Context: an optimization exercise on an open-source flow, tuned for small area, a short achievable clock period and few clock cycles per item. The choices shown serve that exercise and are no tape-out recipe.
In this exercise RTL edits were held to simulation tests only and were not proved equivalent to the original.
Power figures rest on the tool's default switching activity, not on a simulated workload.

==> design.v <==
module isd_decode (
    input  wire         clk,
    input  wire         rst,
    input  wire         start,
    input  wire [5:0]   n_in,
    input  wire [4:0]   k_in,
    input  wire [5:0]   t_in,
    output wire         ready,
    input  wire         row_valid,
    input  wire [32:0]  row_in,       
    input  wire [7:0]   y_in,         
    output wire         row_ready,
    output reg          done,
    output reg  [2:0]   err,
    output reg  [32:0]  m_out
);
    localparam NMAX = 32;
    localparam KW   = 13;                      
    localparam LW   = 6;                       
    localparam HW   = KW - LW;                 
    localparam PW   = KW + 5;                  
    localparam [2:0] E_NONE     = 3'd0;
    localparam [2:0] E_PRECOND  = 3'd2;
    localparam [2:0] E_RANGE    = 3'd3;
    localparam [2:0] E_SENTINEL = 3'd5;
    reg st_idle, st_load, st_flush, st_rank;
    reg st_clr;                                
    reg rdy_q, rrdy_q;
    reg [5:0] n_r;
    reg       k_big;                           
    reg [5:0] t_r;
    reg [4:0] rem;                             
    reg       rem1;                            
    reg       bad_r;                           
    reg [31:0]   row_r;
    reg [7:0]    y_g;
    reg [5:0]    t_g;
    reg          gt_g;                         
    reg  [LW-1:0] key_lo [0:NMAX-1];
    reg  [HW-1:0] key_hi [0:NMAX-1];
    reg  [NMAX-1:0] key_cy;                    
    wire [KW-1:0] key_sum [0:NMAX-1];
    wire [NMAX-1:0] lo_cy;
    reg  [KW-1:0] bound;                       
    reg  [KW-1:0] lbound;                      
    reg [NMAX-1:0] act;                        
    reg [5:0]      need;
    reg [4:0]      cnt_l, cnt_h;               
    reg [4:0]      pos;                        
    reg [NMAX-1:0] kb;                         
    reg [NMAX-1:0] kbn;                        
    reg            kb_ix, kbn_ix;              
    assign ready     = rdy_q;
    assign row_ready = rrdy_q;
    wire take = st_load && row_valid;          
    wire [2:0] code = (t_r > n_r)                   ? E_PRECOND :
                      (n_r > NMAX || k_big)   ? E_RANGE   :
                                                      E_NONE;
    reg row_bad;
    integer b;
    always @(*) begin
        row_bad = 1'b0;
        for (b = 0; b <= NMAX; b = b + 1) begin
            if (b == n_r && !row_in[b])
                row_bad = 1'b1;
            if (b > n_r && row_in[b])
                row_bad = 1'b1;
        end
    end
    wire fault = (code != E_NONE) || bad_r;
    wire [8:0] a_one  = {y_g, 1'b0};
    wire [5:0] a_zero = t_g;
    genvar gc, gb;
    generate
        for (gc = 0; gc < NMAX; gc = gc + 1) begin : g_acc
            wire [KW-1:0] ad = row_r[gc] ? {4'd0, a_one} : {7'd0, a_zero};
            wire [KW-1:0] kv = {key_hi[gc], key_lo[gc]};
            wire [KW:0]   co;                  
            wire [KW-1:0] ci;                  
            for (gb = 0; gb < KW; gb = gb + 1) begin : g_bit
                if (gb == 0)
                    assign ci[gb] = 1'b0;
                else if (gb == LW)
                    assign ci[gb] = key_cy[gc];
                else
                    assign ci[gb] = co[gb];
                assign key_sum[gc][gb] = kv[gb] ^ ad[gb] ^ ci[gb];
                assign co[gb+1] = (kv[gb] & ad[gb]) | (ci[gb] & (kv[gb] ^ ad[gb]));
            end
            assign co[0] = 1'b0;
            assign lo_cy[gc] = co[LW];
        end
    endgenerate
    wire [8:0]    mx_g      = gt_g ? a_one : {3'd0, a_zero};    
    wire [8:0]    mn_g      = gt_g ? {3'd0, a_zero} : a_one;    
    wire [KW-1:0] bound_nx  = bound + {4'd0, mx_g};
    wire [KW-1:0] lbound_nx = lbound + {4'd0, mn_g};
    wire [KW-1:0] bdiff     = bound_nx ^ lbound_nx;
    reg [4:0] pos0;
    integer q;
    always @(*) begin
        pos0 = 5'd4;
        for (q = 0; q < KW; q = q + 1)
            if (bdiff[q])
                pos0 = q + 5;
    end
    reg [NMAX-1:0] kbit_nx;
    integer c, p;
    always @(*) begin
        for (c = 0; c < NMAX; c = c + 1) begin
            kbit_nx[c] = 1'b0;
            for (p = 0; p < LW; p = p + 1)
                if (pos == p + 5)
                    kbit_nx[c] = key_lo[c][p];
            for (p = LW; p < KW; p = p + 1)
                if (pos == p + 5)
                    kbit_nx[c] = key_sum[c][p];
            for (p = 0; p < 5; p = p + 1)
                if (pos == p)
                    kbit_nx[c] = ~c[p];
        end
    end
    wire [6:0] diff   = {1'b0, need} - {2'b0, cnt_l} - {2'b0, cnt_h};
    wire       d_eq   = (diff == 7'd0);
    wire       d_more = diff[6];               
    wire [NMAX-1:0] ones   = act & kb;
    reg  [NMAX-1:0] act_lo;
    reg             seen;
    integer li;
    always @(*) begin
        seen = 1'b0;
        for (li = 0; li < NMAX; li = li + 1) begin
            act_lo[li] = act[li] && !seen;
            seen = seen || act[li];
        end
    end
    wire pick_lo = kb_ix && (need == 6'd1);
    wire [NMAX-1:0] sel_c1 = act & kb & kbn;
    wire [NMAX-1:0] sel_c0 = act & ~kb & kbn;
    wire [4:0] c1l, c0l, c1h, c0h;
    wire [15:0] c1l_in = sel_c1[15:0];
    wire pc1l_w1;
    wire pc1l_w2;
    wire pc1l_w3;
    wire pc1l_w4;
    wire pc1l_w5;
    wire pc1l_w6;
    wire pc1l_w7;
    wire pc1l_w8;
    wire pc1l_w9;
    wire pc1l_w10;
    wire pc1l_w11;
    wire pc1l_w12;
    wire pc1l_w13;
    wire pc1l_w14;
    wire pc1l_w15;
    wire pc1l_w16;
    wire pc1l_w17;
    wire pc1l_w18;
    wire pc1l_w19;
    wire pc1l_w20;
    wire pc1l_w21;
    wire pc1l_w22;
    assign pc1l_w1 = c1l_in[0] ^ c1l_in[1] ^ c1l_in[2];
    assign pc1l_w2 = (c1l_in[0] & c1l_in[1]) | (c1l_in[2] & (c1l_in[0] ^ c1l_in[1]));
    assign pc1l_w3 = c1l_in[3] ^ c1l_in[4] ^ c1l_in[5];
    assign pc1l_w4 = (c1l_in[3] & c1l_in[4]) | (c1l_in[5] & (c1l_in[3] ^ c1l_in[4]));
    assign pc1l_w5 = c1l_in[6] ^ c1l_in[7] ^ c1l_in[8];
    assign pc1l_w6 = (c1l_in[6] & c1l_in[7]) | (c1l_in[8] & (c1l_in[6] ^ c1l_in[7]));
    assign pc1l_w7 = c1l_in[9] ^ c1l_in[10] ^ c1l_in[11];
    assign pc1l_w8 = (c1l_in[9] & c1l_in[10]) | (c1l_in[11] & (c1l_in[9] ^ c1l_in[10]));
    assign pc1l_w9 = c1l_in[12] ^ c1l_in[13] ^ c1l_in[14];
    assign pc1l_w10 = (c1l_in[12] & c1l_in[13]) | (c1l_in[14] & (c1l_in[12] ^ c1l_in[13]));
    assign pc1l_w11 = pc1l_w1 ^ pc1l_w3 ^ pc1l_w5;
    assign pc1l_w12 = (pc1l_w1 & pc1l_w3) | (pc1l_w5 & (pc1l_w1 ^ pc1l_w3));
    assign pc1l_w13 = pc1l_w7 ^ pc1l_w9 ^ c1l_in[15];
    assign pc1l_w14 = (pc1l_w7 & pc1l_w9) | (c1l_in[15] & (pc1l_w7 ^ pc1l_w9));
    assign pc1l_w15 = pc1l_w2 ^ pc1l_w4 ^ pc1l_w6;
    assign pc1l_w16 = (pc1l_w2 & pc1l_w4) | (pc1l_w6 & (pc1l_w2 ^ pc1l_w4));
    assign pc1l_w17 = pc1l_w12 ^ pc1l_w14 ^ pc1l_w15;
    assign pc1l_w18 = (pc1l_w12 & pc1l_w14) | (pc1l_w15 & (pc1l_w12 ^ pc1l_w14));
    assign pc1l_w19 = pc1l_w17 ^ pc1l_w8 ^ pc1l_w10;
    assign pc1l_w20 = (pc1l_w17 & pc1l_w8) | (pc1l_w10 & (pc1l_w17 ^ pc1l_w8));
    assign pc1l_w21 = pc1l_w20 ^ pc1l_w18 ^ pc1l_w16;
    assign pc1l_w22 = (pc1l_w20 & pc1l_w18) | (pc1l_w16 & (pc1l_w20 ^ pc1l_w18));
    assign c1l = {1'b0, pc1l_w22, pc1l_w21, pc1l_w19, pc1l_w11} + {1'b0, 1'b0, 1'b0, 1'b0, pc1l_w13};
    wire [15:0] c0l_in = sel_c0[15:0];
    wire pc0l_w1;
    wire pc0l_w2;
    wire pc0l_w3;
    wire pc0l_w4;
    wire pc0l_w5;
    wire pc0l_w6;
    wire pc0l_w7;
    wire pc0l_w8;
    wire pc0l_w9;
    wire pc0l_w10;
    wire pc0l_w11;
    wire pc0l_w12;
    wire pc0l_w13;
    wire pc0l_w14;
    wire pc0l_w15;
    wire pc0l_w16;
    wire pc0l_w17;
    wire pc0l_w18;
    wire pc0l_w19;
    wire pc0l_w20;
    wire pc0l_w21;
    wire pc0l_w22;
    assign pc0l_w1 = c0l_in[0] ^ c0l_in[1] ^ c0l_in[2];
    assign pc0l_w2 = (c0l_in[0] & c0l_in[1]) | (c0l_in[2] & (c0l_in[0] ^ c0l_in[1]));
    assign pc0l_w3 = c0l_in[3] ^ c0l_in[4] ^ c0l_in[5];
    assign pc0l_w4 = (c0l_in[3] & c0l_in[4]) | (c0l_in[5] & (c0l_in[3] ^ c0l_in[4]));
    assign pc0l_w5 = c0l_in[6] ^ c0l_in[7] ^ c0l_in[8];
    assign pc0l_w6 = (c0l_in[6] & c0l_in[7]) | (c0l_in[8] & (c0l_in[6] ^ c0l_in[7]));
    assign pc0l_w7 = c0l_in[9] ^ c0l_in[10] ^ c0l_in[11];
    assign pc0l_w8 = (c0l_in[9] & c0l_in[10]) | (c0l_in[11] & (c0l_in[9] ^ c0l_in[10]));
    assign pc0l_w9 = c0l_in[12] ^ c0l_in[13] ^ c0l_in[14];
    assign pc0l_w10 = (c0l_in[12] & c0l_in[13]) | (c0l_in[14] & (c0l_in[12] ^ c0l_in[13]));
    assign pc0l_w11 = pc0l_w1 ^ pc0l_w3 ^ pc0l_w5;
    assign pc0l_w12 = (pc0l_w1 & pc0l_w3) | (pc0l_w5 & (pc0l_w1 ^ pc0l_w3));
    assign pc0l_w13 = pc0l_w7 ^ pc0l_w9 ^ c0l_in[15];
    assign pc0l_w14 = (pc0l_w7 & pc0l_w9) | (c0l_in[15] & (pc0l_w7 ^ pc0l_w9));
    assign pc0l_w15 = pc0l_w2 ^ pc0l_w4 ^ pc0l_w6;
    assign pc0l_w16 = (pc0l_w2 & pc0l_w4) | (pc0l_w6 & (pc0l_w2 ^ pc0l_w4));
    assign pc0l_w17 = pc0l_w12 ^ pc0l_w14 ^ pc0l_w15;
    assign pc0l_w18 = (pc0l_w12 & pc0l_w14) | (pc0l_w15 & (pc0l_w12 ^ pc0l_w14));
    assign pc0l_w19 = pc0l_w17 ^ pc0l_w8 ^ pc0l_w10;
    assign pc0l_w20 = (pc0l_w17 & pc0l_w8) | (pc0l_w10 & (pc0l_w17 ^ pc0l_w8));
    assign pc0l_w21 = pc0l_w20 ^ pc0l_w18 ^ pc0l_w16;
    assign pc0l_w22 = (pc0l_w20 & pc0l_w18) | (pc0l_w16 & (pc0l_w20 ^ pc0l_w18));
    assign c0l = {1'b0, pc0l_w22, pc0l_w21, pc0l_w19, pc0l_w11} + {1'b0, 1'b0, 1'b0, 1'b0, pc0l_w13};
    wire [15:0] c1h_in = sel_c1[31:16];
    wire pc1h_w1;
    wire pc1h_w2;
    wire pc1h_w3;
    wire pc1h_w4;
    wire pc1h_w5;
    wire pc1h_w6;
    wire pc1h_w7;
    wire pc1h_w8;
    wire pc1h_w9;
    wire pc1h_w10;
    wire pc1h_w11;
    wire pc1h_w12;
    wire pc1h_w13;
    wire pc1h_w14;
    wire pc1h_w15;
    wire pc1h_w16;
    wire pc1h_w17;
    wire pc1h_w18;
    wire pc1h_w19;
    wire pc1h_w20;
    wire pc1h_w21;
    wire pc1h_w22;
    assign pc1h_w1 = c1h_in[0] ^ c1h_in[1] ^ c1h_in[2];
    assign pc1h_w2 = (c1h_in[0] & c1h_in[1]) | (c1h_in[2] & (c1h_in[0] ^ c1h_in[1]));
    assign pc1h_w3 = c1h_in[3] ^ c1h_in[4] ^ c1h_in[5];
    assign pc1h_w4 = (c1h_in[3] & c1h_in[4]) | (c1h_in[5] & (c1h_in[3] ^ c1h_in[4]));
    assign pc1h_w5 = c1h_in[6] ^ c1h_in[7] ^ c1h_in[8];
    assign pc1h_w6 = (c1h_in[6] & c1h_in[7]) | (c1h_in[8] & (c1h_in[6] ^ c1h_in[7]));
    assign pc1h_w7 = c1h_in[9] ^ c1h_in[10] ^ c1h_in[11];
    assign pc1h_w8 = (c1h_in[9] & c1h_in[10]) | (c1h_in[11] & (c1h_in[9] ^ c1h_in[10]));
    assign pc1h_w9 = c1h_in[12] ^ c1h_in[13] ^ c1h_in[14];
    assign pc1h_w10 = (c1h_in[12] & c1h_in[13]) | (c1h_in[14] & (c1h_in[12] ^ c1h_in[13]));
    assign pc1h_w11 = pc1h_w1 ^ pc1h_w3 ^ pc1h_w5;
    assign pc1h_w12 = (pc1h_w1 & pc1h_w3) | (pc1h_w5 & (pc1h_w1 ^ pc1h_w3));
    assign pc1h_w13 = pc1h_w7 ^ pc1h_w9 ^ c1h_in[15];
    assign pc1h_w14 = (pc1h_w7 & pc1h_w9) | (c1h_in[15] & (pc1h_w7 ^ pc1h_w9));
    assign pc1h_w15 = pc1h_w2 ^ pc1h_w4 ^ pc1h_w6;
    assign pc1h_w16 = (pc1h_w2 & pc1h_w4) | (pc1h_w6 & (pc1h_w2 ^ pc1h_w4));
    assign pc1h_w17 = pc1h_w12 ^ pc1h_w14 ^ pc1h_w15;
    assign pc1h_w18 = (pc1h_w12 & pc1h_w14) | (pc1h_w15 & (pc1h_w12 ^ pc1h_w14));
    assign pc1h_w19 = pc1h_w17 ^ pc1h_w8 ^ pc1h_w10;
    assign pc1h_w20 = (pc1h_w17 & pc1h_w8) | (pc1h_w10 & (pc1h_w17 ^ pc1h_w8));
    assign pc1h_w21 = pc1h_w20 ^ pc1h_w18 ^ pc1h_w16;
    assign pc1h_w22 = (pc1h_w20 & pc1h_w18) | (pc1h_w16 & (pc1h_w20 ^ pc1h_w18));
    assign c1h = {1'b0, pc1h_w22, pc1h_w21, pc1h_w19, pc1h_w11} + {1'b0, 1'b0, 1'b0, 1'b0, pc1h_w13};
    wire [15:0] c0h_in = sel_c0[31:16];
    wire pc0h_w1;
    wire pc0h_w2;
    wire pc0h_w3;
    wire pc0h_w4;
    wire pc0h_w5;
    wire pc0h_w6;
    wire pc0h_w7;
    wire pc0h_w8;
    wire pc0h_w9;
    wire pc0h_w10;
    wire pc0h_w11;
    wire pc0h_w12;
    wire pc0h_w13;
    wire pc0h_w14;
    wire pc0h_w15;
    wire pc0h_w16;
    wire pc0h_w17;
    wire pc0h_w18;
    wire pc0h_w19;
    wire pc0h_w20;
    wire pc0h_w21;
    wire pc0h_w22;
    assign pc0h_w1 = c0h_in[0] ^ c0h_in[1] ^ c0h_in[2];
    assign pc0h_w2 = (c0h_in[0] & c0h_in[1]) | (c0h_in[2] & (c0h_in[0] ^ c0h_in[1]));
    assign pc0h_w3 = c0h_in[3] ^ c0h_in[4] ^ c0h_in[5];
    assign pc0h_w4 = (c0h_in[3] & c0h_in[4]) | (c0h_in[5] & (c0h_in[3] ^ c0h_in[4]));
    assign pc0h_w5 = c0h_in[6] ^ c0h_in[7] ^ c0h_in[8];
    assign pc0h_w6 = (c0h_in[6] & c0h_in[7]) | (c0h_in[8] & (c0h_in[6] ^ c0h_in[7]));
    assign pc0h_w7 = c0h_in[9] ^ c0h_in[10] ^ c0h_in[11];
    assign pc0h_w8 = (c0h_in[9] & c0h_in[10]) | (c0h_in[11] & (c0h_in[9] ^ c0h_in[10]));
    assign pc0h_w9 = c0h_in[12] ^ c0h_in[13] ^ c0h_in[14];
    assign pc0h_w10 = (c0h_in[12] & c0h_in[13]) | (c0h_in[14] & (c0h_in[12] ^ c0h_in[13]));
    assign pc0h_w11 = pc0h_w1 ^ pc0h_w3 ^ pc0h_w5;
    assign pc0h_w12 = (pc0h_w1 & pc0h_w3) | (pc0h_w5 & (pc0h_w1 ^ pc0h_w3));
    assign pc0h_w13 = pc0h_w7 ^ pc0h_w9 ^ c0h_in[15];
    assign pc0h_w14 = (pc0h_w7 & pc0h_w9) | (c0h_in[15] & (pc0h_w7 ^ pc0h_w9));
    assign pc0h_w15 = pc0h_w2 ^ pc0h_w4 ^ pc0h_w6;
    assign pc0h_w16 = (pc0h_w2 & pc0h_w4) | (pc0h_w6 & (pc0h_w2 ^ pc0h_w4));
    assign pc0h_w17 = pc0h_w12 ^ pc0h_w14 ^ pc0h_w15;
    assign pc0h_w18 = (pc0h_w12 & pc0h_w14) | (pc0h_w15 & (pc0h_w12 ^ pc0h_w14));
    assign pc0h_w19 = pc0h_w17 ^ pc0h_w8 ^ pc0h_w10;
    assign pc0h_w20 = (pc0h_w17 & pc0h_w8) | (pc0h_w10 & (pc0h_w17 ^ pc0h_w8));
    assign pc0h_w21 = pc0h_w20 ^ pc0h_w18 ^ pc0h_w16;
    assign pc0h_w22 = (pc0h_w20 & pc0h_w18) | (pc0h_w16 & (pc0h_w20 ^ pc0h_w18));
    assign c0h = {1'b0, pc0h_w22, pc0h_w21, pc0h_w19, pc0h_w11} + {1'b0, 1'b0, 1'b0, 1'b0, pc0h_w13};
    reg [NMAX-1:0] below_n;
    reg [32:0]     at_n;
    integer mi;
    always @(*) begin
        for (mi = 0; mi < NMAX; mi = mi + 1)
            below_n[mi] = (mi < n_r);
        for (mi = 0; mi <= NMAX; mi = mi + 1)
            at_n[mi] = (mi == n_r);
    end
    wire fin_flush = st_flush && (fault || t_r == 6'd0 || t_r == n_r);
    wire fin_rank  = st_rank && (d_eq || pick_lo);
    wire nx_idle   = (st_idle && !start) || fin_flush || fin_rank;
    wire nx_load   = (st_idle && start && k_in != 5'd0) || (st_load && !(row_valid && rem1));
    wire nx_flush  = (st_idle && start && k_in == 5'd0) || (take && rem1);
    wire nx_rank   = (st_flush && !fin_flush) || (st_rank && !fin_rank);
    always @(posedge clk) begin
        if (rst) begin
            st_idle  <= 1'b1;
            rdy_q    <= 1'b1;
            st_load  <= 1'b0;
            rrdy_q   <= 1'b0;
            st_flush <= 1'b0;
            st_rank  <= 1'b0;
            st_clr   <= 1'b0;
            done     <= 1'b0;
        end else begin
            st_idle  <= nx_idle;
            rdy_q    <= nx_idle || nx_rank;
            st_load  <= nx_load;
            rrdy_q   <= nx_load || nx_flush;
            st_flush <= nx_flush;
            st_rank  <= nx_rank;
            st_clr   <= st_idle && start;
            done     <= fin_flush || fin_rank;
        end
    end
    integer j;
    always @(posedge clk) begin
        row_r <= row_in[31:0];
        y_g   <= take ? y_in : 8'd0;
        t_g   <= take ? t_r  : 6'd0;
        gt_g  <= ({y_in, 1'b0} > {3'd0, t_r});
        for (j = 0; j < NMAX; j = j + 1) begin
            key_lo[j] <= st_clr ? {LW{1'b0}} : key_sum[j][LW-1:0];
            key_hi[j] <= st_clr ? {HW{1'b0}} : key_sum[j][KW-1:LW];
        end
        key_cy <= st_clr ? {NMAX{1'b0}} : lo_cy;
        bound  <= st_clr ? {KW{1'b0}} : bound_nx;
        lbound <= st_clr ? {KW{1'b0}} : lbound_nx;
        if (st_idle && start) begin
            n_r   <= n_in;
            k_big <= (k_in > 5'd16);
            t_r   <= t_in;
            rem   <= k_in;
            rem1  <= (k_in == 5'd1);
            bad_r <= 1'b0;
        end else begin
            if (take) begin
                rem  <= rem - 5'd1;
                rem1 <= (rem == 5'd2);
            end
            if (take && row_bad)
                bad_r <= 1'b1;
        end
        kb     <= kbn;
        kbn    <= kbit_nx;
        kb_ix  <= kbn_ix;
        kbn_ix <= (pos <= 5'd4);
        pos  <= (pos == 5'd0) ? 5'd31 : pos - 5'd1;
        if (st_flush) begin
            act  <= below_n;
            need <= t_r;
            cnt_l <= 5'd0;
            cnt_h <= 5'd0;
            kb   <= {NMAX{1'b0}};
            kbn  <= {NMAX{1'b0}};
            kb_ix  <= 1'b0;
            kbn_ix <= 1'b0;
            pos  <= pos0;
            if (fault) begin
                err   <= (code != E_NONE) ? code : E_SENTINEL;
                m_out <= 33'd0;
            end else begin
                err   <= E_NONE;
                m_out <= at_n | ((t_r == n_r) ? {1'b0, below_n} : 33'd0);
            end
        end
        if (st_rank) begin
            if (pick_lo)
                m_out <= m_out | {1'b0, act_lo};
            else if (!d_more)
                m_out <= m_out | {1'b0, ones};
            if (d_more) begin
                act   <= ones;
                cnt_l <= c1l;
                cnt_h <= c1h;
            end else begin
                act   <= act & ~kb;
                need  <= diff[5:0];
                cnt_l <= c0l;
                cnt_h <= c0h;
            end
        end
    end
endmodule
==> flow/run.sh <==
#!/bin/bash
# Layout flow: the standard flow (standard.sh, unchanged), with
# - the port buffers that buffer_ports inserts made of sky130_fd_sc_hd__buf_2
#   cells instead of the cell it picks by default;
# - clock tree synthesis with the standard arguments and config.mk's cluster
#   settings, but without dummy loads.
# The whole output of the flow goes to flow_stdout.log; each ORFS step keeps
# its own log under orfs/logs/.
set -euo pipefail
export BUFFER_PORTS_ARGS="-buffer_cell sky130_fd_sc_hd__buf_2"
export CTS_ARGS="-sink_clustering_enable -repair_clock_nets -sink_clustering_size 24 -sink_clustering_max_diameter 100 -dont_use_dummy_load"
bash standard.sh > flow_stdout.log 2>&1
==> standard.sh <==
#!/bin/bash
# synth_recipe.tcl (not shown) runs the flow's synth.tcl, then flattens the netlist and writes it again
# the make line also repeats each setting of config.mk as NAME=value (left out here)
make -C /OpenROAD-flow-scripts/flow DESIGN_CONFIG=/design/flow/config.mk WORK_HOME=/design/flow/orfs CLKGATE_MAP_FILE= SYNTH_SCRIPT=/design/flow/synth_recipe.tcl "${@:-finish}"
==> config.mk <==
export PLATFORM = sky130hd
export DESIGN_NAME = isd_decode
export DESIGN_NICKNAME = isd_decode
export VERILOG_FILES = /design/flow/design.v
export SDC_FILE = /design/flow/constraint.sdc
export NUM_CORES = 4
export LEC_CHECK = 0
export CAP_MARGIN = 20
export CORE_MARGIN = 2
export CORE_UTILIZATION = 60
export CTS_CLUSTER_DIAMETER = 100
export CTS_CLUSTER_SIZE = 24
export SLEW_MARGIN = 20
==> constraint.sdc <==
create_clock -name core_clock -period 15.0 [get_ports {clk}]
set_input_delay 3.0000 -clock core_clock [delete_from_list [all_inputs] [get_ports {clk}]]
set_output_delay 3.0000 -clock core_clock [all_outputs]
set_load 0.01 [all_outputs]
==> summary.txt, run 1 <==
* DP Wirelength at 92,200 µm
* Crit-path max cell delay at 490 ps
* Fin Setup TNS at 0 ps
* Tmin final at 4280 ps
* Required @ worst endpoint at 12,000 ps
* Max clock buf depth at 3
* Total core area at 66,000 µm²
* Largest net degree at the start of global routing at 230
* Vias in the first global route at 32,700
* FMAX at 234 MHz
* First-pass GRT wire length at 197,000 µm
* Die width at 263 µm
* Share of cells above drive strength 1 at 8.70%
* Leakage dissipation at 0.0187 µW
* TritonRoute pass-1 iters at 6
* Initial DRC count at 3,121
* Min-Delay Path Class: reg2reg
* Num rows at 94
* CTS Buf Count at 38
* Top Usage Layer GRT: met2
* Worst path bufs/invs at 1
* RD Place Congestion at 0.997
* Hold Fails Final Rpt at 0
* Clock skew at 65.8 ps
* Clock Root Buffer: clkbuf_16
* Number of stages on the worst setup path at 1
* Primary FF master, synth: dfxtp_1
* Critical path, cell by cell: buf_2
* RSZ-0062 raised after global routing: false
* Max-Cap Viols at 0
* Hold Path Depth at 1
* Skew-Pair Late Insertion Delay at 600 ps
* IO Pins at 101
* Max-slew violations at 0
* Post-CTS Resized at 0
* Clock transition at path regs at 100 ps
* Synth cell count leaders: 639 x dfxtp_1, 406 x nor2b_1, 335 x nor2_1
* Max-slew headroom at 12.1%
* Synth unique cells at 89
* DRC at 0
* Crit path max-delay family: flip-flops
* Max IR drop VDD at 0.0958 mV
* Total Die Area at 68,900 µm²
* Setup bufs post-CTS at 0
* Period utilization at 28.5%
* Initial core utilization at 60.8%
* Slew @ Worst Pin at 1320 ps
* Routed len/inst at 25.9 µm
* Post-synth top area cell: dfxtp_1
* Setup violators final at 0
* Area delta synth->final at 5.12%
* Overall fraction of global-route tracks in use at 37.3%
* Syn Std Cell Area at 40,100 µm²
* Hold Buf Count CTS at 0
* PortBufs at 100
* Synth area leaders: dfxtp_1 32%, fa_1 15%, nor2b_1 6.3%
* Post-Synthesis Cells at 4,147
* Critical path class: reg2out
* Seq/Total Area, Yosys at 36.8%
* Grt met2 use at 60.2%
* Via-to-Cell Ratio at 6.33
* Met1 usage at 50.5%
* Post-Syn Area per Cell at 9.67 µm²
* Final net count at 4,633
* Post-route cell area at 42,200 µm²
* Ys Warns at 3
* CP startpoint kind: flop
* Total nets after synthesis at 4,696
* Max FO, Critical Path at 4
* Final Total Pwr at 5710 µW
* Register-to-Register Path Depth at 11
* Post-synth EDFFs at 65
* CTS sink count at 704
* WL final at 128,000 µm
* CP Capture Type: primary output
* FFs w/ async S/R, synth at 0%
* Vias at 31,300
* Synth top area share at 31.9%
* P per Cell Area at 135 nW/µm²
* Dpl cell area at 41,200 µm²
* Die Span Y at 263 µm
* Slowest cell on the critical path: dfxtp_1
* Grt ovf at 0
* Initial antenna violation count at 5
* Top-count cell post-synth: dfxtp_1
* Post-route ant nets at 0
* Crit path DAT at 1280 ps
* H-tree depth at 2
* CTS tree: done
* Synth Register Bits at 704
* Outcome: no timing/DRC/antenna violations
* Met3 Usage GRT at 5.61%
## stage by stage
step | utilization [%] | setup WS (ps) | hold WS (ps) | std cells
2_1_floorplan | - | 10690 | 414 | 4147
3_3_place_gp | 62.5 | 10100 | 473 | 4908
3_5_place_dp | 62.5 | 10170 | 469 | 4908
4_1_cts | 63.9 | 10700 | 489 | 4946
5_1_grt | 63.9 | 10680 | 515 | 4946
6_report | 63.9 | 10720 | 494 | 4947
## routing by layer
metal / vias up / wire length (µm)
met3: 334 / 9610
met1: 15800 / 53700
li1: 13800 / -
met2: 1331 / 58900
met4: 4 / 5980
met5: - / 21
## flip-flops by register name, indices dropped and copies added, names as in the netlist, 8 cells and up
name,count
row_r,32
key_hi,224
key_cy,32
bound,13
y_g,8
key_lo,192
kb,32
lbound,13
act,32
m_out,33
kbn,32
## worst reg2reg max path, cell delays in order, from the launching register on
cell and delay (ps):
dfxtp_1 350, inv_1 110, ha_1 160, buf_4 350
nand4bb_1 750, nand2_1 800, o221ai_1 220, a21oi_1 220
o22ai_1 130, a21oi_1 140, a211oi_1 110, o41ai_1 580
## power by group
part	internal (µW)	switching [µW]
sequential	2290	326
clock	455	638
combinational	792	1210
total	3540	2170
## worst paths after layout
path | from | to | slack (ps)
setup / recovery | m_out[4]$_DFF_P_ | m_out[4] | 10720
hold / removal | kbn[10]$_SDFF_PP0_ | kb[10]$_SDFF_PP0_ | 490
setup reg to reg | pos[1]$_DFF_P_ | kbn[17]$_SDFF_PP0_ | 10920
hold reg to reg | kbn[10]$_SDFF_PP0_ | kb[10]$_SDFF_PP0_ | 490
## placed cells by master (no fill, tap or decap), drive strengths merged, types with 44 or more instances in the layout
cell type / netlist / routed
dfxtp: 639 / 639
nor2b: 406 / 406
nor2: 338 / 338
fa: 307 / 307
inv: 297 / 297
a21oi: 266 / 266
nand2: 230 / 230
ha: 180 / 180
buf: 49 / 169
o21ai: 153 / 153
mux2: 110 / 110
and2: 102 / 102
xnor2: 91 / 91
mux2i: 71 / 71
edfxtp: 65 / 65
a221oi: 47 / 47
nand3: 45 / 45
nor3: 44 / 44
## final cells by class
| class | instances | area (µm²) |
|---|---|---|
| Timing Repair Buffer | 169 | 1030 |
| Fill cell | 5436 | 23800 |
| Inverter | 298 | 1120 |
| Antenna cell | 1 | 2.50 |
| Clock buffer | 38 | 951 |
| Sequential cell | 704 | 14700 |
| Tap cell | 864 | 1080 |
| Multi-Input combinational cell | 2873 | 23200 |
## cell families (layout without fill, tap and decap cells)
| family | Yosys count | count (layout) | synth area share [%] |
|---|---|---|---|
| AOI/OAI and AO/OA | 779 | 779 | 12.4 |
| xor gates and xnor gates | 108 | 108 | 2.36 |
| adders and majority gates | 487 | 487 | 20.9 |
| buffers and inverters | 570 | 505 | 5.46 |
| DFF | 704 | 704 | 36.8 |
| muxes | 181 | 181 | 4.86 |
| other | 0 | 1 | 0 |
| and+or+nand+nor | 1318 | 1318 | 17.2 |
Testbench counts, summed over its fixed seeds: cycles 16,324, items 960.
==> run 2: changes to the inputs <==
--- a/flow/run.sh
+++ b/flow/run.sh
@@ -10,3 +10,3 @@
 export BUFFER_PORTS_ARGS="-buffer_cell sky130_fd_sc_hd__buf_2"
-export CTS_ARGS="-sink_clustering_enable -repair_clock_nets -sink_clustering_size 24 -sink_clustering_max_diameter 100 -dont_use_dummy_load"
+export CTS_ARGS="-sink_clustering_enable -repair_clock_nets -sink_clustering_size 20 -sink_clustering_max_diameter 100 -dont_use_dummy_load"
 bash standard.sh > flow_stdout.log 2>&1
--- a/config.mk
+++ b/config.mk
@@ -11,3 +11,3 @@
 export CTS_CLUSTER_DIAMETER = 100
-export CTS_CLUSTER_SIZE = 24
+export CTS_CLUSTER_SIZE = 20
 export SLEW_MARGIN = 20
==> summary.txt, run 2 <==
* Slowest cell on the critical path: dfxtp_1
* DP Wirelength at 92,200 µm (unchanged)
* First-pass GRT wire length at 198,000 µm (+0.12%)
* CTS sink count at 704 (unchanged)
* Via-to-Cell Ratio at 6.33 (about the same)
* Post-synth top area cell: dfxtp_1
* Initial DRC count at 3,097 (-0.77%)
* FMAX at 232 MHz (-0.60%)
* Worst path bufs/invs at 1 (unchanged)
* Post-Synthesis Cells at 4,147 (unchanged)
* Total nets after synthesis at 4,696 (unchanged)
* Routed len/inst at 25.9 µm (about the same)
* Met3 Usage GRT at 5.69% (+0.075 points)
* Final net count at 4,637 (+0.086%)
* Max-slew violations at 0 (unchanged)
* P per Cell Area at 136 nW/µm² (+0.76%)
* Met1 usage at 50.7% (+0.24 points)
* WL final at 128,000 µm (about the same)
* Seq/Total Area, Yosys at 36.8% (unchanged)
* FFs w/ async S/R, synth at 0% (unchanged)
* Vias in the first global route at 32,700 (-0.024%)
* Initial core utilization at 60.8% (unchanged)
* Fillers at 5,423 (-0.24%)
* Max reg flops at 224 (unchanged)
* Share of cells above drive strength 1 at 8.79% (+0.089 points)
* Final setup margin at 10,700 ps (-25.7 ps)
* Non-Filler Instances at 4,951 (+0.081%)
* Setup bufs post-CTS at 0 (unchanged)
* RSZ-0062 raised after global routing: false
* Outcome: no timing/DRC/antenna violations
* Grt ovf at 0 (unchanged)
* Largest net degree at the start of global routing at 230 (unchanged)
* Total Die Area at 68,900 µm² (unchanged)
* Top reg by flops: key_hi
* CP startpoint kind: flop
* Die Span Y at 263 µm (unchanged)
* Post-Syn Area per Cell at 9.67 µm² (unchanged)
* FF+latch area at 14,700 µm² (unchanged)
* Initial antenna violation count at 6 (+1)
* Area delta synth->final at 5.37%
* Required @ worst endpoint at 12,000 ps (about the same)
* Hold Buf Count CTS at 0 (unchanged)
* Primary FF master, synth: dfxtp_1
* Hold Fails Final Rpt at 0 (unchanged)
* Max IR drop VDD at 0.117 mV (+22%)
* CTS Buf Count at 42 (+11%)
* Total core area at 66,000 µm² (unchanged)
* Multi-input gate area at 23,200 µm² (unchanged)
* Max clock buf depth at 3 (unchanged)
* Top-count cell post-synth: dfxtp_1
* Clock skew at 57.8 ps (-8.00 ps)
* Num rows at 94 (unchanged)
* Clock transition at path regs at 80 ps (-20 ps)
* Synth area leaders: dfxtp_1 32%, fa_1 15%, nor2b_1 6.3%
* Critical path class: reg2out
* Critical path, cell by cell: buf_2
* Synth Register Bits at 704 (unchanged)
* Post-route ant nets at 0 (unchanged)
* Pre-CTS setup slack at 10,170 ps (unchanged)
* Most frequent cells in the layout: 637 x dfxtp_1, 406 x nor2b_1, 333 x nor2_1
* Max-slew headroom at 12.2% (+0.11 points)
* IO Pins at 101 (unchanged)
* Crit-path max cell delay at 490 ps (about the same)
* Setup violators final at 0 (unchanged)
* Number of stages on the worst setup path at 1 (unchanged)
* Grt met2 use at 60.1% (-0.19 points)
* Clock Root Buffer: clkbuf_16
* Synth unique cells at 89 (unchanged)
* PortBufs at 100 (unchanged)
* Post-CTS Resized at 0 (unchanged)
* Commonest non-fill, non-tap cell in the layout: dfxtp_1
* Max-Cap Viols at 0 (unchanged)
* Synth top area share at 31.9% (unchanged)
* Register-to-Register Path Depth at 10 (-1)
* Skew-Pair Late Insertion Delay at 620 ps (+20 ps)
* Synth cell count leaders: 639 x dfxtp_1, 406 x nor2b_1, 335 x nor2_1
* Crit path DAT at 1300 ps (+20 ps)
* Leakage dissipation at 0.0187 µW (+0.26%)
* RD Place Congestion at 0.997 (unchanged)
* Syn Std Cell Area at 40,100 µm² (unchanged)
* Min-Delay Path Class: reg2reg
* Vias at 31,300 (+0.077%)
* TritonRoute pass-1 iters at 5 (-1)
* Top Usage Layer GRT: met2
* Fin Setup TNS at 0 ps (unchanged)
* Post-synth EDFFs at 65 (unchanged)
* H-tree depth at 2 (unchanged)
* Period utilization at 28.7% (+0.17 points)
* Hold Path Depth at 1 (unchanged)
* Crit path max-delay family: flip-flops
* Overall fraction of global-route tracks in use at 37.4% (+0.081 points)
* Slew @ Worst Pin at 1320 ps (-1.59 ps)
* Die width at 263 µm (unchanged)
* CTS tree: done
* Biggest regs: key_hi (224), key_lo (192), m_out (33)
* Placed insts at 4,908 (unchanged)
* Max FO, Critical Path at 4 (unchanged)
* Ys Warns at 3 (unchanged)
* Tmin final at 4300 ps (+25.7 ps)
* DRC at 0 (unchanged)
* CP Capture Type: primary output
-- run 2: changes by cell type in the layout (fill, tap and decap cells not counted), sizes merged --
cell / previous run / this run
clkbuf: 38 / 42
-- run 2: power breakdown --
group	leakage, µW	internal [µW]	total, µW	switching (µW)
clock	0.000518	499	1150	654
sequential	0.00584	2290	2620	327
combinational	0.0124	792	2000	1200
-- run 2: path summary, 6_finish.rpt --
| check | start | endpoint | slack (ps) |
|---|---|---|---|
| setup reg to reg | pos[0]$_DFF_P_ | kbn[17]$_SDFF_PP0_ | 10890 |
| hold reg to reg | kbn[3]$_SDFF_PP0_ | kb[3]$_SDFF_PP0_ | 490 |
| hold / removal | kbn[3]$_SDFF_PP0_ | kb[3]$_SDFF_PP0_ | 490 |
| setup / recovery | m_out[4]$_DFF_P_ | m_out[4] | 10700 |
-- run 2: area by class of cell --
class	instances	share of cell area (%)
antenna	1	0.00592
inverter	298	2.65
tap	864	2.56
multi-input combinational	2873	55.0
clock buffer	42	2.49
sequential	704	34.9
timing repair buffer	169	2.44
-- run 2: layer usage --
layer  vias to the layer above  share of wire (%)
li1                      13800                  -
met1                     15700                 42
met2                      1422                 46
met3                       343                7.8
met4                         6                4.9
met5                         -              0.027
-- run 2: cells by family after synthesis --
family	after synthesis	share of synthesized area, %
mux	181	4.86
compound gates	779	12.4
flops	704	36.8
xor+xnor	108	2.36
fa+ha+maj	487	20.9
simple gates	1318	17.2
buf+inv	570	5.46
-- run 2: metrics by stage --
| step | cell area [µm²] | hold WS, ps | total power [µW] | utilization, % |
|---|---|---|---|---|
| after global placement | 41200 | 473 | 4510 | 62.5 |
| after detailed placement | 41200 | 469 | 4600 | 62.5 |
| after global routing | 42300 | 500 | 6100 | 64.1 |
| after CTS | 42300 | 486 | 5750 | 64.1 |
| final | 42300 | 489 | 5770 | 64.1 |
| after floorplan | 40100 | 414 | 3880 | - |
==> run 3: changes to the inputs <==
--- a/flow/run.sh
+++ b/flow/run.sh
@@ -10,3 +10,3 @@
 export BUFFER_PORTS_ARGS="-buffer_cell sky130_fd_sc_hd__buf_2"
-export CTS_ARGS="-sink_clustering_enable -repair_clock_nets -sink_clustering_size 20 -sink_clustering_max_diameter 100 -dont_use_dummy_load"
+export CTS_ARGS="-sink_clustering_enable -repair_clock_nets -sink_clustering_size 20 -sink_clustering_max_diameter 100 -dont_use_dummy_load -buf_list {sky130_fd_sc_hd__clkbuf_8 sky130_fd_sc_hd__clkbuf_16}"
 bash standard.sh > flow_stdout.log 2>&1
--- a/config.mk
+++ b/config.mk
@@ -10,2 +10,3 @@
 export CORE_UTILIZATION = 60
+export CTS_BUF_LIST = sky130_fd_sc_hd__clkbuf_8 sky130_fd_sc_hd__clkbuf_16
 export CTS_CLUSTER_DIAMETER = 100
==> summary.txt, run 3 <==
* Cell Int Power at 3580 µW (unchanged)
* Placed insts at 4,908 (unchanged)
* Vias at 31,300 (unchanged)
* Fin Setup TNS at 0 ps (unchanged)
* RSZ-0062 raised after global routing: false
* Hold Buf Count CTS at 0 (unchanged)
* Max-slew headroom at 12.2% (unchanged)
* Fillers at 5,423 (unchanged)
* Tmin final at 4300 ps (unchanged)
* Primary FF master, synth: dfxtp_1
* NetSw at 2180 µW (unchanged)
* FFs w/ async S/R, synth at 0% (unchanged)
* Total nets after synthesis at 4,696 (unchanged)
* Post-synth top area cell: dfxtp_1
* CTS Buf Count at 42 (unchanged)
* Final Core Density at 64.1% (unchanged)
* Top reg by flops: key_hi
* Final net count at 4,637 (unchanged)
* Setup bufs post-CTS at 0 (unchanged)
* Outcome: no timing/DRC/antenna violations
* Comb power frac at 34.6% (about the same)
* Critical path class: reg2out
* Met3 Usage GRT at 5.69% (unchanged)
* Skew-Pair Late Insertion Delay at 620 ps (about the same)
* Post-route ant nets at 0 (unchanged)
* IO Pins at 101 (unchanged)
* Hold Fails Final Rpt at 0 (unchanged)
* P per Cell Area at 136 nW/µm² (unchanged)
* Die width at 263 µm (unchanged)
* Total Die Area at 68,900 µm² (unchanged)
* CTS tree: done
* Most frequent cells in the layout: 637 x dfxtp_1, 406 x nor2b_1, 333 x nor2_1
* Required @ worst endpoint at 12,000 ps (about the same)
* Max IR drop VDD at 0.117 mV (unchanged)
* Die Span Y at 263 µm (unchanged)
* Seq/Total Area, Yosys at 36.8% (unchanged)
* Overall fraction of global-route tracks in use at 37.4% (unchanged)
* Area delta synth->final at 5.37% (unchanged)
* Total core area at 66,000 µm² (unchanged)
* Grt met2 use at 60.1% (unchanged)
* Crit-path max cell delay at 490 ps (about the same)
* Leakage dissipation at 0.0187 µW (unchanged)
* Met1 usage at 50.7% (unchanged)
* Top-count cell post-synth: dfxtp_1
* Net Sw Frac at 37.9% (unchanged)
* Initial antenna violation count at 6 (unchanged)
* Biggest regs: key_hi (224), key_lo (192), m_out (33)
* Clk pwr share at 20.0% (about the same)
* H-tree depth at 2 (unchanged)
* Syn Std Cell Area at 40,100 µm² (unchanged)
* Max-Cap Viols at 0 (unchanged)
* Post-CTS Resized at 0 (unchanged)
* Post-Synthesis Cells at 4,147 (unchanged)
* Max-slew violations at 0 (unchanged)
* DRC at 0 (unchanged)
* Share of cells above drive strength 1 at 8.79% (unchanged)
* Initial DRC count at 3,097 (unchanged)
* RD Place Congestion at 0.997 (unchanged)
* First-pass GRT wire length at 198,000 µm (unchanged)
* Clock transition at path regs at 80 ps (about the same)
* Clock Root Buffer: clkbuf_16
* Worst path bufs/invs at 1 (unchanged)
* Slew @ Worst Pin at 1320 ps (unchanged)
* Non-Filler Instances at 4,951 (unchanged)
* Largest net degree at the start of global routing at 230 (unchanged)
* FMAX at 232 MHz (unchanged)
* Period utilization at 28.7% (unchanged)
* Num rows at 94 (unchanged)
* Ys Warns at 3 (unchanged)
* Synth unique cells at 89 (unchanged)
* Crit path DAT at 1300 ps (about the same)
* Commonest non-fill, non-tap cell in the layout: dfxtp_1
* Synth Register Bits at 704 (unchanged)
* Max reg flops at 224 (unchanged)
* Routed len/inst at 25.9 µm (unchanged)
* Setup violators final at 0 (unchanged)
* Min-Delay Path Class: reg2reg
* TritonRoute pass-1 iters at 5 (unchanged)
* CTS sink count at 704 (unchanged)
* Vias in the first global route at 32,700 (unchanged)
* Crit path max-delay family: flip-flops
* Max clock buf depth at 3 (unchanged)
* Post-Syn Area per Cell at 9.67 µm² (unchanged)
* Synth top area share at 31.9% (unchanged)
* Initial core utilization at 60.8% (unchanged)
* Clock skew at 57.8 ps (unchanged)
* Grt ovf at 0 (unchanged)
* WL final at 128,000 µm (unchanged)
* Sequential share of power at 45.4% (about the same)
* Synth area leaders: dfxtp_1 32%, fa_1 15%, nor2b_1 6.3%
* Flop2flop setup slack at 10,890 ps (about the same)
* Slowest cell on the critical path: dfxtp_1
* Synth cell count leaders: 639 x dfxtp_1, 406 x nor2b_1, 335 x nor2_1
* Final setup margin at 10,700 ps (unchanged)
* DP Wirelength at 92,200 µm (unchanged)
* PortBufs at 100 (unchanged)
* Final Total Pwr at 5770 µW (unchanged)
* Post-synth EDFFs at 65 (unchanged)
* Top Usage Layer GRT: met2
* Critical path, cell by cell: buf_2
* CP startpoint kind: flop
* Pre-CTS setup slack at 10,170 ps (unchanged)
* Via-to-Cell Ratio at 6.33 (unchanged)
* Max FO, Critical Path at 4 (unchanged)
* CP Capture Type: primary output
## run 3: path summary, 6_finish.rpt
| check | from | end | cells past startpoint |
|---|---|---|---|
| min reg2reg | kbn[3]$_SDFF_PP0_ | kb[3]$_SDFF_PP0_ | 1 |
| max | m_out[4]$_DFF_P_ | m_out[4] | 1 |
| min | kbn[3]$_SDFF_PP0_ | kb[3]$_SDFF_PP0_ | 1 |
| max reg2reg | pos[0]$_DFF_P_ | kbn[17]$_SDFF_PP0_ | 10 |
## run 3: cells by family (layout without fill, tap and decap cells)
group,after synthesis,count (layout),share of synthesized area (%)
AOI/OAI and AO/OA,779,779,12.4
xor gates and xnor gates,108,108,2.36
adders and majority gates,487,487,20.9
buffers and inverters,570,509,5.46
DFF,704,704,36.8
muxes,181,181,4.86
other,0,1,0
and+or+nand+nor,1318,1318,17.2
## run 3: per-stage QoR
| stage | hold WS [ps] | instance area [µm²] |
|---|---|---|
| floorplan | 414 | 40100 |
| global placement | 473 | 41200 |
| detailed placement | 469 | 41200 |
| CTS | 486 | 42300 |
| global route | 500 | 42300 |
| finish | 489 | 42300 |
## run 3: final cells by class
type	count	area [µm²]	area share, %
repair buffers	169	1030	2.44
inverters	298	1120	2.65
multi-input cells	2873	23200	55.0
clock buffers	42	1050	2.49
well taps	864	1080	2.56
diodes	1	2.50	0.00592
flip-flops and latches	704	14700	34.9
## run 3: power by group through the flow
stage               logic [µW]  registers (µW)  clock network [µW]
floorplan                 1340            2540                   0
global placement          1880            2630                   0
detailed placement        1950            2650                   0
CTS                       1970            2620                1160
global route              2210            2670                1220
finish                    2000            2620                1150
## run 3: metal layers
layer,wire length (µm),part of all wire (%)
met4,6240,4.9
met5,34,0.027
met2,58700,46
met3,9950,7.8
met1,53400,42

[static timing again, ports no longer ideal]
The flow's constraints put no driver on any port. The routed layouts listed below were extracted and timed again, unchanged, in two steps. Step 1, drivers: a clkbuf_16 drives clk and a buf_2 each remaining input, both assumed. Step 2 moves the port delays by t, midway between the first and last clock arrival at a register: inputs arrive t later, outputs are due t later. That takes back most of the time a late clock gives input paths. Three values: ideal, step 1, step 2; two values: the first two.
run | t, ns | setup WS [ns] | hold WS [ns] | worst data-port slew with drivers (ns) | pins driven straight from the clock port
run 1 | 0.637 | 10.724 / 10.656 / 10.140 | 0.494 / 0.494 / 0.494 | 0.06 | 1
run 2 | 0.659 | 10.699 / 10.630 / 10.137 | 0.489 / 0.489 / 0.489 | 0.06 | 1
run 3 | 0.659 | 10.699 / 10.630 / 10.137 | 0.489 / 0.489 / 0.489 | 0.06 | 1
After both steps every run listed still meets setup and hold. For run 1, which loses most, drivers alone change the setup slack by -0.068 ns; drivers and shift together by -0.584 ns.
